This design comes from an exercise in tuning for small area, a short achievable clock period and few clock cycles per item on the open sky130 flow, not from production work.
The RTL was checked by simulation tests, not by an equivalence proof against the original design.
No activity file was given, so power comes from the tool's default toggle rates.

build 70:
==> flow/design.v (excerpt) <==
module mars_core (
    input  wire        clk,
    input  wire        rst,
    input  wire        cmd_valid,
    output wire        cmd_ready,
    input  wire [2:0]  cmd_op,
    input  wire [15:0] cmd_a,
    input  wire [31:0] cmd_data,
    output reg         rsp_valid,
    output reg  [3:0]  rsp_code,
    output reg  [31:0] rsp_data,
    output reg  [1:0]  rsp_h,
    output reg  [7:0]  rsp_id,
    output reg  [5:0]  rsp_addr
);
    localparam OP_CREATE = 3'd0, OP_LOAD = 3'd1, OP_TICK = 3'd2, OP_REMOVE = 3'd3,
               OP_READ_CELL = 3'd4, OP_READ_WARRIOR = 3'd5, OP_READ_STATUS = 3'd6,
               OP_READ_CONFIG = 3'd7;
    localparam C_NONE = 4'd0, C_DAT = 4'd1, C_INV_TYPE = 4'd2, C_INV_MODE_A = 4'd3,
               C_IMM_ADDR_A = 4'd4, C_INV_MODE_B = 4'd5, C_IMM_ADDR_B = 4'd6,
               C_ENDED = 4'd7, C_OUT_OF_RANGE = 4'd8, C_TABLE_FULL = 4'd9,
               C_NOT_IN_QUEUE = 4'd10;
    localparam T_DAT = 4'd0, T_MOV = 4'd1, T_ADD = 4'd2, T_SUB = 4'd3, T_JMP = 4'd4,
               T_JMZ = 4'd5, T_DJZ = 4'd6, T_CMP = 4'd7;
    localparam S_IDLE = 3'd0, S_LOADW = 3'd1, S_T0 = 3'd2, S_TVA = 3'd3, S_TVB = 3'd4,
               S_RC = 3'd5;
    reg        q_v;
    reg [2:0]  q_op;
    reg [15:0] q_a;
    reg [31:0] q_data;
    wire       q_take;
    assign cmd_ready = q_take;
    reg [63:0] cv;            
    reg [3:0]  blocks;
    reg [15:0] elapsed;
  ...
For scale: ~110 I/O pins, roughly 140000 um^2 of cells after synthesis.
clock: 10.0 ns
lec_check: 0
cap_margin: 20
cell_pad_in_sites_detail_placement: 1
cell_pad_in_sites_global_placement: 1
core_margin: 2
core_utilization: 50
cts_cluster_diameter: 100
cts_cluster_size: 18
setup_slack_margin: 5
slew_margin: 20
tns_end_percent: 0
run.sh (not shown) runs the stock make flow with config.mk's settings and CLKGATE_MAP_FILE= SYNTH_SCRIPT=/design/flow/synth_recipe.tcl, a recipe that flattens the netlist after the stock synthesis.
Testbench counts of build 70, summed over its fixed seeds: cycles 7,283, ticks 5,572.
> inputs changed (build 70 -> trial 94)
- a deleted CTS_CLUSTER_DIAMETER that had been 100
- a change of SETUP_SLACK_MARGIN from 5 to 4.5
- a deleted CTS_CLUSTER_SIZE that had been 18
--- outcome ---
- Global-route wire length before repair of trial 94 exceeds that of build 70 by a few percent.
- Summary of trial 94 over build 70: final standard cell area without fillers now larger; proportion of power drawn by the clock network up 8.4 points; fraction of area in registers fell 2.0 points.
- The lower non-clock buffer contribution to total cell area came out of build 70.

---

north:
mars_core again, from the RTL that the note above started with.
make LEC_CHECK=0 CAP_MARGIN=20 CELL_PAD_IN_SITES_DETAIL_PLACEMENT=1 CELL_PAD_IN_SITES_GLOBAL_PLACEMENT=1 CORE_MARGIN=2 CORE_UTILIZATION=50 CTS_CLUSTER_DIAMETER=100 CTS_CLUSTER_SIZE=18 SETUP_SLACK_MARGIN=4.5 SLEW_MARGIN=20 TNS_END_PERCENT=0 finish   # period 10.0 ns
In summary, north completed successfully, with a layout that passed the timing, design-rule and antenna checks.
Testbench counts of north, summed over its fixed seeds: cycles 7,283, ticks 5,572.
Relative to north, the following input files were edited for south:
# north
export LEC_CHECK = 0
export CAP_MARGIN = 20
export CELL_PAD_IN_SITES_DETAIL_PLACEMENT = 1
export CELL_PAD_IN_SITES_GLOBAL_PLACEMENT = 1
export CORE_MARGIN = 2
export CORE_UTILIZATION = 50
export CTS_CLUSTER_DIAMETER = 100
export CTS_CLUSTER_SIZE = 18
export SETUP_SLACK_MARGIN = 4.5
export SLEW_MARGIN = 20
export TNS_END_PERCENT = 0
create_clock -name core_clock -period 10.0 [get_ports {clk}]
# south
export LEC_CHECK = 0
export CAP_MARGIN = 10
export CELL_PAD_IN_SITES_DETAIL_PLACEMENT = 1
export CELL_PAD_IN_SITES_GLOBAL_PLACEMENT = 1
export CORE_MARGIN = 2
export CORE_UTILIZATION = 50
export CTS_CLUSTER_DIAMETER = 100
export CTS_CLUSTER_SIZE = 18
export SETUP_SLACK_MARGIN = 5
export SLEW_MARGIN = 10
export TNS_END_PERCENT = 0
create_clock -name core_clock -period 10.0 [get_ports {clk}]
==> comparison <==
Sequential standard cell area essentially unchanged between south and north.
Final total power essentially unchanged between north and south.
Combinational power essentially unchanged between north and south.
south: all stages done; final checks FAILED (max-capacitance violations, max-slew violations).
Compared to north, south has routing usage on met3 1.9 points lower.
diff inputs: south => east
# south
export LEC_CHECK = 0
export CAP_MARGIN = 10
export CELL_PAD_IN_SITES_DETAIL_PLACEMENT = 1
export CELL_PAD_IN_SITES_GLOBAL_PLACEMENT = 1
export CORE_MARGIN = 2
export CORE_UTILIZATION = 50
export CTS_CLUSTER_DIAMETER = 100
export CTS_CLUSTER_SIZE = 18
export SETUP_SLACK_MARGIN = 5
export SLEW_MARGIN = 10
export TNS_END_PERCENT = 0
create_clock -name core_clock -period 10.0 [get_ports {clk}]
# east
export LEC_CHECK = 0
export CAP_MARGIN = 20
export CELL_PAD_IN_SITES_DETAIL_PLACEMENT = 1
export CELL_PAD_IN_SITES_GLOBAL_PLACEMENT = 1
export CORE_MARGIN = 2
export CORE_UTILIZATION = 50
export CTS_CLUSTER_DIAMETER = 110
export CTS_CLUSTER_SIZE = 22
export SETUP_SLACK_MARGIN = 5
export SLEW_MARGIN = 20
export TNS_END_PERCENT = 0
create_clock -name core_clock -period 10.0 [get_ports {clk}]
==> results.txt <==
east completed; timing, DRC and antenna clean. Vias: east below south. Going from south to east, first-pass GRT wire length fell by 0.72%; proportion of layout cells with a drive suffix above 1 stayed essentially flat; fraction of met1 tracks used by global routing stayed essentially flat. Area growth from synthesis to final layout: east vs south down 0.38 points. Per the comparison of east with south, final clock period utilization by the worst path has increased; total setup buffers inserted after CTS has decreased; total non-filler cell area in the finished layout has decreased.

## static timing again, ports no longer ideal
In the flow no input, the clock included, has a driving cell. The finished layouts below were timed again as built, in two steps. Step 1, drivers: a clkbuf_16 drives clk and a buf_2 each remaining input, both assumed. Step 2 adds t to the input delays and takes it off the output delays; t is the mean of the earliest and latest rising clock arrival at the registers after step 1. Input paths then give back, and output paths get back, about the clock's delay inside the block. Slacks: ideal ports / drivers / drivers and shift; pairs: ideal ports / drivers.
| run | t (ns) | setup slack, ns | worst setup path after step 2 |
|---|---|---|---|
| build 70 | 1.024 | 3.895 / 3.895 / 3.895 | register to register |
| trial 94 | 1.042 | 3.846 / 3.846 / 3.846 | register to register |
| north | 1.038 | 3.758 / 3.758 / 3.758 | register to register |
| south | 1.027 | 3.853 / 3.853 / 3.853 | register to register |
| east | 0.998 | 3.816 / 3.816 / 3.816 | register to register |
